Source: an optimization exercise on an open RTL-to-GDS flow (aim: small area, a short achievable clock period and few clock cycles). Production flows keep margins and buffers that such runs may drop.
In this exercise RTL edits were held to simulation tests only and were not proved equivalent to the original.
Power figures rest on the tool's default switching activity, not on a simulated workload.

==> design.v <==
`timescale 1ns/1ps
module radixconv (
    input  wire        clk,
    input  wire        rst,
    input  wire        host_valid,
    input  wire        host_we,
    input  wire        host_buf,
    input  wire [6:0]  host_addr,
    input  wire [15:0] host_wdata,
    output reg  [15:0] host_rdata
);
    localparam BUF_SIZE = 128;
    localparam [3:0] ERR_ILLEGAL = 4'd1;
    localparam [3:0] ERR_WIDTH   = 4'd2;
    localparam [3:0] ERR_BOUNDS  = 4'd3;
    localparam [3:0] ERR_OVERLAP = 4'd4;
    localparam [3:0] ERR_SYMBOL  = 4'd5;
    localparam [3:0] ERR_BUSY    = 4'd6;
    localparam [1:0] S_CHK   = 2'd0;    
    localparam [1:0] S_DIV   = 2'd1;    
    localparam [1:0] S_CONV  = 2'd2;    
    localparam [1:0] S_ALPHA = 2'd3;    
    reg [7:0]  buf_mem [0:BUF_SIZE-1];
    reg [15:0] cmdl, srcaddr, srclen, dstaddr, dstlen;
    reg        busy, done, err;
    reg [3:0]  errcode;
    reg [1:0]  state;
    reg [1:0]  div_cnt;
    reg [11:0] div_l;        
    reg [11:0] div_q;        
    reg [2:0]  div_r;        
    reg [10:0] m_len;        
    reg        first;        
    reg        fwd;          
    reg        skip;         
    reg [15:0] work;
    reg [4:0]  wbits;
    reg [7:0]  ins_left;
    reg [7:0]  outs_left;
    reg [6:0]  rp, wp;
    reg [4:0]  wi;           
    wire [3:0] op  = cmdl[15:12];
    wire [3:0] a_w = cmdl[11:8];
    wire [3:0] b_w = cmdl[7:4];
    wire       p_f = cmdl[3];
    wire op_conv     = (op == 4'h1);
    wire op_convip   = (op == 4'h2);
    wire op_conv_any = op_conv | op_convip;
    wire emit_part   = op_conv | p_f;    
    wire host_wr_reg  = host_valid &  host_we & ~host_buf;
    wire host_acc_buf = host_valid & host_buf;
    wire [15:0] w = host_wdata;
    wire wr_cmd     = host_wr_reg & (host_addr[2:0] == 3'd0);
    wire wr_srcaddr = host_wr_reg & (host_addr[2:0] == 3'd2);
    wire wr_srclen  = host_wr_reg & (host_addr[2:0] == 3'd3);
    wire wr_dstaddr = host_wr_reg & (host_addr[2:0] == 3'd4);
    wire wr_param   = wr_srcaddr | wr_srclen | wr_dstaddr;
    wire is_srst = wr_cmd & (w == 16'hF000);
    reg legal;
    always @* begin
        case (w[15:12])
            4'h0, 4'h4, 4'h5, 4'h6, 4'h7, 4'hF: legal = (w[11:0] == 12'h000);
            4'h1: legal = (w[3:0] == 4'h0);
            4'h2: legal = (w[2:0] == 3'h0);
            default: legal = 1'b0;
        endcase
    end
    wire busy_violation = busy & (host_acc_buf | wr_param | (wr_cmd & ~is_srst));
    wire cmd_illegal = wr_cmd & ~is_srst & ~err & ~busy & ~legal;
    wire cmd_accept  = wr_cmd & ~is_srst & ~err & ~busy & legal & (w != 16'h0000);
    reg  [4:0]  eng_ridx;
    wire [4:0]  ridx = busy ? eng_ridx : host_addr[6:2];
    wire [31:0] rword = {buf_mem[{ridx, 2'd3}], buf_mem[{ridx, 2'd2}],
                         buf_mem[{ridx, 2'd1}], buf_mem[{ridx, 2'd0}]};
    wire [7:0]  rlane [0:3];
    assign rlane[0] = rword[7:0];
    assign rlane[1] = rword[15:8];
    assign rlane[2] = rword[23:16];
    assign rlane[3] = rword[31:24];
    wire [15:0] n_len = srclen;
    wire        n_zero = (n_len == 16'd0);
    wire        width_bad = (a_w == 4'd0) | (a_w > 4'd8) | (b_w == 4'd0) | (b_w > 4'd8);
    wire [16:0] src_end = {1'b0, srcaddr} + {1'b0, n_len};
    wire        src_ok  = n_zero | (src_end <= BUF_SIZE);
    wire [15:0] dbase   = op_conv ? dstaddr : srcaddr;
    wire [16:0] dst_end = {1'b0, dbase} + {6'd0, m_len};
    wire        dst_ok  = (m_len == 11'd0) | (dst_end <= BUF_SIZE);
    wire        overlap = op_conv & (m_len != 11'd0) &
                          ({1'b0, srcaddr} < dst_end) & ({1'b0, dstaddr} < src_end);
    reg [2:0] dv_r;
    reg [3:0] dv_q;
    reg [3:0] dv_t;
    integer   di;
    always @* begin
        dv_r = div_r;
        for (di = 0; di < 4; di = di + 1) begin
            dv_t = {dv_r, div_l[11 - di]};
            if (dv_t >= b_w) begin
                dv_t = dv_t - b_w;
                dv_q[3 - di] = 1'b1;
            end else begin
                dv_q[3 - di] = 1'b0;
            end
            dv_r = dv_t[2:0];
        end
    end
    wire [11:0] q_fin = {div_q[7:0], dv_q};
    wire [11:0] m_fin = q_fin + {11'd0, emit_part & (dv_r != 3'd0)};
    wire        fwd_fin = ~(op_convip & (b_w < a_w));
    wire [3:0]  z_fin = (dv_r == 3'd0) ? 4'd0 : (b_w - {1'b0, dv_r});
    wire        skip_fin = ~fwd_fin & ~p_f & (dv_r != 3'd0);
    wire [7:0] sym = rlane[rp[1:0]];
    wire [7:0] a_mask = ~(8'hFF << a_w);
    wire [7:0] b_mask = ~(8'hFF << b_w);
    wire       sym_bad = |(sym & ~a_mask);
    wire [7:0] sym_rev8 = {sym[0], sym[1], sym[2], sym[3], sym[4], sym[5], sym[6], sym[7]};
    wire [7:0] sym_in = fwd ? sym : (sym_rev8 >> (4'd8 - a_w));
    wire       have_in = (ins_left != 8'd0);
    wire       have_out = (outs_left != 8'd0);
    wire       emit = have_out & ((wbits >= {1'b0, b_w}) | (fwd & ~have_in & (wbits != 5'd0)));
    wire [4:0] wrem = ~have_out ? 5'd0 :
                      emit ? ((wbits >= {1'b0, b_w}) ? wbits - {1'b0, b_w} : 5'd0) : wbits;
    wire       do_read = have_in & ((wrem + {1'b0, a_w}) <= 5'd16);
    wire [15:0] work_sh = emit ? (work >> b_w) : work;
    wire [15:0] work_nx = work_sh | (do_read ? ({8'd0, sym_in} << wrem) : 16'd0);
    wire [4:0]  wbits_nx = wrem + (do_read ? {1'b0, a_w} : 5'd0);
    wire [7:0] chunk = work[7:0] & b_mask;
    wire [7:0] chunk_rev8 = {chunk[0], chunk[1], chunk[2], chunk[3], chunk[4], chunk[5], chunk[6], chunk[7]};
    wire [7:0] cout = fwd ? chunk : (chunk_rev8 >> (4'd8 - b_w));
    wire       c_we = emit & ~skip;
    wire       c_fault_chk = ~dst_ok | overlap;
    wire       c_fault = (first & c_fault_chk) | (do_read & sym_bad);
    wire [7:0] ins_nx  = ins_left - {7'd0, do_read};
    wire [7:0] outs_nx = outs_left - {7'd0, emit};
    wire       c_finish = (ins_nx == 8'd0) & (outs_nx == 8'd0);
    function [8:0] alpha;    
        input [3:0] o;
        input [7:0] v;
        reg   [7:0] t;
        reg         bad;
        begin
            t = 8'h00;
            bad = 1'b0;
            case (o[1:0])
                2'd0: begin  
                    if (v >= 8'd32)      bad = 1'b1;
                    else if (v < 8'd26)  t = 8'h61 + v;
                    else                 t = 8'h32 + (v - 8'd26);
                end
                2'd1: begin  
                    if (v >= 8'h61 && v <= 8'h7A)      t = v - 8'h61;
                    else if (v >= 8'h32 && v <= 8'h37) t = v - 8'h32 + 8'd26;
                    else                               t = 8'h00;
                end
                2'd2: begin  
                    if (v >= 8'd64)      bad = 1'b1;
                    else if (v == 8'd0)  t = 8'h2C;
                    else if (v == 8'd1)  t = 8'h2D;
                    else if (v < 8'd12)  t = 8'h30 + (v - 8'd2);
                    else if (v < 8'd38)  t = 8'h41 + (v - 8'd12);
                    else                 t = 8'h61 + (v - 8'd38);
                end
                default: begin  
                    if (v == 8'h2C)                    t = 8'd0;
                    else if (v == 8'h2D)               t = 8'd1;
                    else if (v >= 8'h30 && v <= 8'h39) t = v - 8'h30 + 8'd2;
                    else if (v >= 8'h41 && v <= 8'h5A) t = v - 8'h41 + 8'd12;
                    else if (v >= 8'h61 && v <= 8'h7A) t = v - 8'h61 + 8'd38;
                    else                               t = 8'h00;
                end
            endcase
            alpha = {bad, t};
        end
    endfunction
    wire [6:0] a_end = srcaddr[6:0] + n_len[6:0] - 7'd1;      
    wire [4:0] a_idx = (state == S_CHK) ? srcaddr[6:2] : wi;
    wire       a_lo_w = (a_idx == srcaddr[6:2]);
    wire       a_hi_w = (a_idx == a_end[6:2]);
    reg  [3:0] a_en;
    reg  [7:0] a_val [0:3];
    reg        a_bad;
    reg  [8:0] a_t;
    integer    li;
    always @* begin
        a_bad = 1'b0;
        for (li = 0; li < 4; li = li + 1) begin
            a_en[li] = (~a_lo_w | (li[1:0] >= srcaddr[1:0])) & (~a_hi_w | (li[1:0] <= a_end[1:0]));
            a_t = alpha(op, rlane[li]);
            a_val[li] = a_t[7:0];
            if (a_en[li] & a_t[8]) a_bad = 1'b1;
        end
    end
    reg        eng_fault;
    reg [3:0]  eng_code;
    reg        eng_finish;
    reg [10:0] fin_len;
    reg [3:0]  eng_we;       
    reg [4:0]  eng_widx [0:3];
    reg [7:0]  eng_wd   [0:3];
    integer    ej;
    always @* begin
        eng_fault  = 1'b0;
        eng_code   = 4'd0;
        eng_finish = 1'b0;
        fin_len    = m_len;
        eng_ridx   = rp[6:2];
        for (ej = 0; ej < 4; ej = ej + 1) begin
            eng_we[ej]   = 1'b0;
            eng_widx[ej] = wp[6:2];
            eng_wd[ej]   = cout;
        end
        case (state)
            S_CHK: begin
                eng_ridx = srcaddr[6:2];
                if (op_conv_any) begin
                    if (width_bad) begin
                        eng_fault = 1'b1;
                        eng_code  = ERR_WIDTH;
                    end else if (!src_ok) begin
                        eng_fault = 1'b1;
                        eng_code  = ERR_BOUNDS;
                    end else if (n_zero) begin
                        eng_finish = 1'b1;
                        fin_len    = 11'd0;
                    end
                end else begin
                    if (!src_ok) begin
                        eng_fault = 1'b1;
                        eng_code  = ERR_BOUNDS;
                    end else if (n_zero) begin
                        eng_finish = 1'b1;
                        fin_len    = 11'd0;
                    end else begin
                        for (ej = 0; ej < 4; ej = ej + 1) begin
                            eng_we[ej]   = a_en[ej];
                            eng_widx[ej] = a_idx;
                            eng_wd[ej]   = a_val[ej];
                        end
                        if (a_bad) begin
                            eng_fault = 1'b1;
                            eng_code  = ERR_SYMBOL;
                        end else if (a_hi_w) begin
                            eng_finish = 1'b1;
                            fin_len    = n_len[10:0];
                        end
                    end
                end
            end
            S_ALPHA: begin
                eng_ridx = wi;
                for (ej = 0; ej < 4; ej = ej + 1) begin
                    eng_we[ej]   = a_en[ej];
                    eng_widx[ej] = a_idx;
                    eng_wd[ej]   = a_val[ej];
                end
                if (a_bad) begin
                    eng_fault = 1'b1;
                    eng_code  = ERR_SYMBOL;
                end else if (a_hi_w) begin
                    eng_finish = 1'b1;
                    fin_len    = n_len[10:0];
                end
            end
            S_CONV: begin
                for (ej = 0; ej < 4; ej = ej + 1)
                    eng_we[ej] = c_we & (wp[1:0] == ej[1:0]);
                if (first & ~dst_ok) begin
                    eng_fault = 1'b1;
                    eng_code  = ERR_BOUNDS;
                end else if (first & overlap) begin
                    eng_fault = 1'b1;
                    eng_code  = ERR_OVERLAP;
                end else if (do_read & sym_bad) begin
                    eng_fault = 1'b1;
                    eng_code  = ERR_SYMBOL;
                end else if (c_finish) begin
                    eng_finish = 1'b1;
                end
            end
            default: ;
        endcase
        if (!busy) begin
            eng_fault  = 1'b0;
            eng_finish = 1'b0;
            for (ej = 0; ej < 4; ej = ej + 1) eng_we[ej] = 1'b0;
        end
    end
    wire host_buf_wr = host_valid & host_we & host_buf & ~busy;
    reg  [3:0] l_we;
    reg  [4:0] l_idx [0:3];
    reg  [7:0] l_wd  [0:3];
    integer    lj;
    always @* begin
        for (lj = 0; lj < 4; lj = lj + 1) begin
            if (busy) begin
                l_we[lj]  = eng_we[lj];
                l_idx[lj] = eng_widx[lj];
                l_wd[lj]  = eng_wd[lj];
            end else begin
                l_we[lj]  = host_buf_wr & (host_addr[1:0] == lj[1:0]);
                l_idx[lj] = host_addr[6:2];
                l_wd[lj]  = host_wdata[7:0];
            end
        end
    end
    genvar gb;
    generate
        for (gb = 0; gb < BUF_SIZE; gb = gb + 1) begin : g_buf
            always @(posedge clk) begin
                if (l_we[gb % 4] && l_idx[gb % 4] == (gb / 4))
                    buf_mem[gb] <= l_wd[gb % 4];
            end
        end
    endgenerate
    reg        busy_n, done_n, err_n;
    reg [3:0]  errcode_n;
    reg [15:0] dstlen_n;
    always @* begin
        busy_n    = busy;
        done_n    = done;
        err_n     = err;
        errcode_n = errcode;
        dstlen_n  = dstlen;
        if (rst || is_srst) begin
            busy_n = 1'b0; done_n = 1'b0; err_n = 1'b0; errcode_n = 4'd0; dstlen_n = 16'd0;
        end else if (busy_violation) begin
            busy_n = 1'b0; done_n = 1'b0; err_n = 1'b1; errcode_n = ERR_BUSY;
        end else if (cmd_illegal) begin
            err_n = 1'b1; errcode_n = ERR_ILLEGAL; done_n = 1'b0;
        end else if (cmd_accept) begin
            busy_n = 1'b1; done_n = 1'b0;
        end else if (eng_fault) begin
            busy_n = 1'b0; err_n = 1'b1; errcode_n = eng_code;
        end else if (eng_finish) begin
            busy_n = 1'b0; done_n = 1'b1; dstlen_n = {5'd0, fin_len};
        end
    end
    wire [15:0] status_n = {8'h00, errcode_n, 1'b0, err_n, done_n, busy_n};
    reg [15:0] reg_rd;
    always @* begin
        case (host_addr[2:0])
            3'd0: reg_rd = cmdl;
            3'd1: reg_rd = status_n;
            3'd2: reg_rd = srcaddr;
            3'd3: reg_rd = srclen;
            3'd4: reg_rd = dstaddr;
            3'd5: reg_rd = dstlen_n;
            default: reg_rd = 16'h0000;
        endcase
    end
    always @(posedge clk) begin
        if (host_valid && !host_we)
            host_rdata <= host_buf ? {8'h00, rlane[host_addr[1:0]]} : reg_rd;
    end
    always @(posedge clk) begin
        busy    <= busy_n;
        done    <= done_n;
        err     <= err_n;
        errcode <= errcode_n;
        dstlen  <= dstlen_n;
        if (rst || is_srst) begin
            cmdl    <= 16'h0000;
            srcaddr <= 16'h0000;
            srclen  <= 16'h0000;
            dstaddr <= 16'h0000;
        end else if (!busy_violation) begin
            if (wr_srcaddr) srcaddr <= w;
            if (wr_srclen)  srclen  <= w;
            if (wr_dstaddr) dstaddr <= w;
            if (cmd_accept) begin
                cmdl  <= w;
                state <= S_CHK;
            end
        end
        if (busy) begin
            case (state)
                S_CHK: begin
                    wi      <= srcaddr[6:2] + 5'd1;
                    div_l   <= {4'd0, n_len[7:0]} * {8'd0, a_w};
                    div_q   <= 12'd0;
                    div_r   <= 3'd0;
                    div_cnt <= 2'd0;
                    state   <= op_conv_any ? S_DIV : S_ALPHA;
                end
                S_ALPHA: begin
                    wi <= wi + 5'd1;
                end
                S_DIV: begin
                    div_l   <= {div_l[7:0], 4'd0};
                    div_q   <= q_fin;
                    div_r   <= dv_r;
                    div_cnt <= div_cnt + 2'd1;
                    if (div_cnt == 2'd2) begin
                        m_len     <= m_fin[10:0];
                        fwd       <= fwd_fin;
                        skip      <= skip_fin;
                        first     <= 1'b1;
                        work      <= 16'd0;
                        wbits     <= fwd_fin ? 5'd0 : {1'b0, z_fin};
                        ins_left  <= n_len[7:0];
                        outs_left <= m_fin[7:0] + {7'd0, skip_fin};
                        rp        <= fwd_fin ? srcaddr[6:0] : a_end;
                        wp        <= fwd_fin ? dbase[6:0] : (srcaddr[6:0] + m_fin[6:0] - 7'd1);
                        state     <= S_CONV;
                    end
                end
                S_CONV: begin
                    first     <= 1'b0;
                    work      <= work_nx;
                    wbits     <= wbits_nx;
                    ins_left  <= ins_nx;
                    outs_left <= outs_nx;
                    if (do_read) rp <= fwd ? rp + 7'd1 : rp - 7'd1;
                    if (emit) begin
                        skip <= 1'b0;
                        if (!skip) wp <= fwd ? wp + 7'd1 : wp - 7'd1;
                    end
                end
                default: ;
            endcase
        end
    end
endmodule
==> run.sh <==
#!/bin/bash
# synth_recipe.tcl (not shown) runs the flow's synth.tcl, then flattens the netlist and writes it again
# the make line also repeats each setting of config.mk as NAME=value (left out here)
make -C /OpenROAD-flow-scripts/flow DESIGN_CONFIG=/design/flow/config.mk WORK_HOME=/design/flow/orfs CLKGATE_MAP_FILE= SYNTH_SCRIPT=/design/flow/synth_recipe.tcl finish
==> config.mk <==
export PLATFORM = sky130hd
export DESIGN_NAME = radixconv
export DESIGN_NICKNAME = radixconv
export VERILOG_FILES = /design/flow/design.v
export SDC_FILE = /design/flow/constraint.sdc
export NUM_CORES = 4
export LEC_CHECK = 0
export CAP_MARGIN = 20
export CORE_MARGIN = 2
export CORE_UTILIZATION = 40
export SLEW_MARGIN = 20
==> constraint.sdc <==
create_clock -name core_clock -period 10.0 [get_ports {clk}]
set_input_delay 2.0000 -clock core_clock [delete_from_list [all_inputs] [get_ports {clk}]]
set_output_delay 2.0000 -clock core_clock [all_outputs]
set_load 0.01 [all_outputs]
==> impl_metrics.json <==
{
  "worstHoldStart": "cmdl[0]$_SDFFE_PP0P_",
  "synthTopCellsByArea": "edfxtp_1, ha_1, mux2i_1",
  "grt_pass1_vias": 50830,
  "cp.buffers_inverters": 8,
  "row_count": 148,
  "critical_path_class": "flip-flop to flip-flop",
  "routed_wl_um": 284000,
  "min_path_type": "flip-flop to flip-flop",
  "crit_required_ns": 10.54,
  "start_util": 0.402,
  "netSwitchingPower_w": 0.00340,
  "fin_area_mm2": 0.0744,
  "yosys.area.top_type_share": 0.522,
  "synth_ff_type": "edfxtp_1",
  "mappedNetlistArea_mm2": 0.0652,
  "placed_cell_area_mm2": 0.0699,
  "cts.path.max_buffers": 3,
  "layout-drive-gt1-share": 0.125,
  "p_clk_frac": 0.407,
  "holdPathStages": 1,
  "dpl.hpwl_um": 201000,
  "start_kind": "flip-flop",
  "route.detailed.drc": 0,
  "regToRegStartpoint": "div_l[11]$_DFFE_PP_",
  "numClockSinks": 1223,
  "pwr-share-seq": 0.458,
  "max_freq_ghz": 0.111,
  "gp_congestion": 1.03,
  "min_to": "cmdl[0]$_SDFFE_PP0P_",
  "synthArstFlopShare": 0,
  "wl_per_cell_um": 34.4,
  "grt_max_degree": 57,
  "area_growth_syn_to_layout_pct": 14.0,
  "ys_warn_count": 7,
  "reg2reg_slack_ns": 0.96,
  "dp_cells": 8002,
  "outcome": "complete, no violations",
  "vias": 54584,
  "finalSetupViolCount": 0,
  "power_density_mw_per_mm2": 164,
  "worstRegToRegCells": 49,
  "r2r-end": "wp[6]$_DFFE_PP_",
  "drt-initial-drc-count": 9489,
  "path_common_cell": "ha_1",
  "cts.htree.levels": 4,
  "worst_pin_slew_ns": 1.31,
  "cap_violations": 0,
  "cp-end-kind": "flip-flop",
  "swShare": 0.278,
  "die_x_um": 408,
  "syn-num-nets": 6065,
  "grt_pass1_wl_um": 395000,
  "pin_count": 44,
  "synthDistinctLibCells": 104,
  "arrival_ns": 9.58,
  "cpMaxStageDelayCell": "edfxtp_1",
  "cts_tree": "done",
  "maxSlewHeadroom": 0.124,
  "antenna_found_initial": 15,
  "post-route-period-util": 0.904,
  "drt-pass1-iter-count": 8,
  "portBuffers": 43,
  "die_area_mm2": 0.166,
  "clk_latency_ns": 0.84,
  "rsz0062_at_grt": "no",
  "stdcell_count": 8252,
  "path_clk_slew_ns": 0.06,
  "totalPowerFinal_w": 0.0122,
  "fin_worst_skew_ns": 0.0814,
  "yosys_register_bits": 1223,
  "hold_viol": 0,
  "internal_power_w": 0.00881,
  "maxSlewViolCount": 0,
  "cts_buffers": 134,
  "syn_inst": 5791,
  "fill_cells": 14910,
  "grt_usage": 0.331,
  "seq_area_frac_synth": 0.549,
  "cts_setup_buffers": 0,
  "root_buffer": "clkbuf_16",
  "coreArea_mm2": 0.162,
  "p_leak_nw": 25.9,
  "antenna_left": 0,
  "synth-edff-count": 1134,
  "period_minus_slack_ns": 9.04,
  "via_per_inst": 6.61,
  "vdd_drop_max_uv": 204,
  "overflow": 0,
  "power_frac_comb": 0.135,
  "syn_area_per_cell_um2": 11.3,
  "crit_family": "compound AO/OA/AOI/OAI gates",
  "critPathMaxStageDelay_ns": 0.39,
  "setup_tns_ns": 0,
  "finalNetCount": 6242,
  "synth_largest_area_cell": "edfxtp_1",
  "die_y_um": 408,
  "path_max_fanout": 8
}
## power groups by stage
stage	Sequential, W	Clock [W]	Combinational, W
final	0.00560	0.00496	0.00165
after global routing	0.00559	0.00517	0.00170
after CTS	0.00560	0.00497	0.00157
after detailed placement	0.00571	0	0.00157
after global placement	0.00570	0	0.00157
after floorplan	0.00571	0	0.000879
## placed cells by master (no fill, tap or decap), types with 116 or more instances in the layout
master / count
a21oi_1: 373
a22oi_1: 125
buf_4: 314
clkbuf_16: 134
edfxtp_1: 1134
ha_1: 219
inv_1: 191
mux2i_1: 264
nand2_1: 553
nand3_1: 191
nor2_1: 435
o21ai_0: 230
o22ai_1: 116
xnor2_1: 123
## sequential cells by signal, indices dropped and copies added (netlist names), 2 cells and up
signal / cells
buf_mem: 1024
cmdl: 16
dstaddr: 16
dstlen: 16
host_rdata: 16
srcaddr: 16
srclen: 16
work: 16
div_l: 12
m_len: 11
ins_left: 8
outs_left: 8
div_q: 7
rp: 7
wp: 7
wbits: 5
wi: 5
errcode: 4
div_r: 3
div_cnt: 2
state: 2
## per-stage QoR
stage | hold WS, ns | worst slack, ns | util
after floorplan | 0.429 | 0.00485 | -
after global placement | 0.442 | 0.729 | 0.430
after detailed placement | 0.447 | 0.754 | 0.430
after CTS | 0.461 | 0.773 | 0.457
after global routing | 0.472 | 0.128 | 0.458
final | 0.463 | 0.959 | 0.458
## how the worst max path moves through the flow
stage                                    start                        to  cells after the start
after floorplan           cmdl[5]$_SDFFE_PP0P_           wp[6]$_DFFE_PP_                     47
after global placement     div_l[11]$_DFFE_PP_           wp[6]$_DFFE_PP_                     49
after detailed placement          host_addr[6]  buf_mem[51][0]$_DFFE_PP_                     20
after CTS                  div_l[11]$_DFFE_PP_           wp[6]$_DFFE_PP_                     49
after global routing       div_l[11]$_DFFE_PP_           wp[6]$_DFFE_PP_                     49
final                      div_l[11]$_DFFE_PP_           wp[6]$_DFFE_PP_                     49
## final cells by class
type                    count  area [um^2]  share of cell area
clock buffers             174         3530              0.0475
diodes                      4         10.0            0.000135
flip-flops and latches   1223        35800               0.482
inverters                 212          796              0.0107
well taps                2175         2720              0.0366
repair buffers            376         3150              0.0423
clock inverters            67          832              0.0112
multi-input cells        4021        27500               0.370
## kinds of logic after synthesis
group | after synthesis | share of synthesized area
AOI/OAI and AO/OA | 1557 | 0.163
xor gates and xnor gates | 178 | 0.0239
adders and majority gates | 246 | 0.0502
buffers and inverters | 547 | 0.0359
DFF | 1223 | 0.549
muxes | 333 | 0.0571
and+or+nand+nor | 1707 | 0.121
## synthesized netlist by cell type, types with 37 or more instances
cell	instances
a22oi_1	125
o22ai_1	117
clkbuf_1	173
a22o_1	43
mux2i_1	264
and3_1	54
a31oi_1	43
o211ai_1	37
nor2b_1	39
edfxtp_1	1134
a21o_1	72
nor2_1	471
a211oi_1	60
nand3_1	191
nand4_1	61
xnor2_1	123
a221oi_1	43
a21oi_1	377
ha_1	220
dfxtp_1	89
buf_2	101
o21ai_0	243
mux2_2	42
nand2_1	555
inv_1	192
nor3_1	125
xor2_1	55
## layer usage
| layer | wire [um] | vias up | GRT usage |
|---|---|---|---|
| li1 | - | 22436 | - |
| met4 | 15100 | 16 | 0.147 |
| met5 | 176 | - | 0.00230 |
| met2 | 116000 | 4227 | 0.467 |
| met1 | 110000 | 27120 | 0.453 |
| met3 | 41800 | 785 | 0.122 |
## what timing repair did
item / in CTS / in global routing
setup endpoints to repair: 0 / 1
resized for setup: 0 / 1
endpoints found under the hold margin: 0 / 0
hold buffers: 0 / 0
Testbench counts, summed over its fixed seeds: cycles 35,870.

afterwards: timing with drivers on the ports:
In the flow no input, the clock included, has a driving cell. The finished layout below was timed again as built, in two steps.
Step 1, drivers: a clkbuf_16 drives clk and a buf_2 each remaining input, both assumed.
Step 2 times the ports against the registers' clock, not the clock port: input delays grow and output delays shrink by t, the midpoint of the rising clock arrivals with the driver on.
Three values: ideal, step 1, step 2; two values: the first two.
shift t [ns]: 0.876
slack for setup (ns): 0.959 / 0.959 / 0.427
worst setup path at the end: input to register
After both steps setup and hold are still met in this run. For this run, drivers alone change the setup slack by 0.000 ns; drivers and shift together by -0.532 ns.
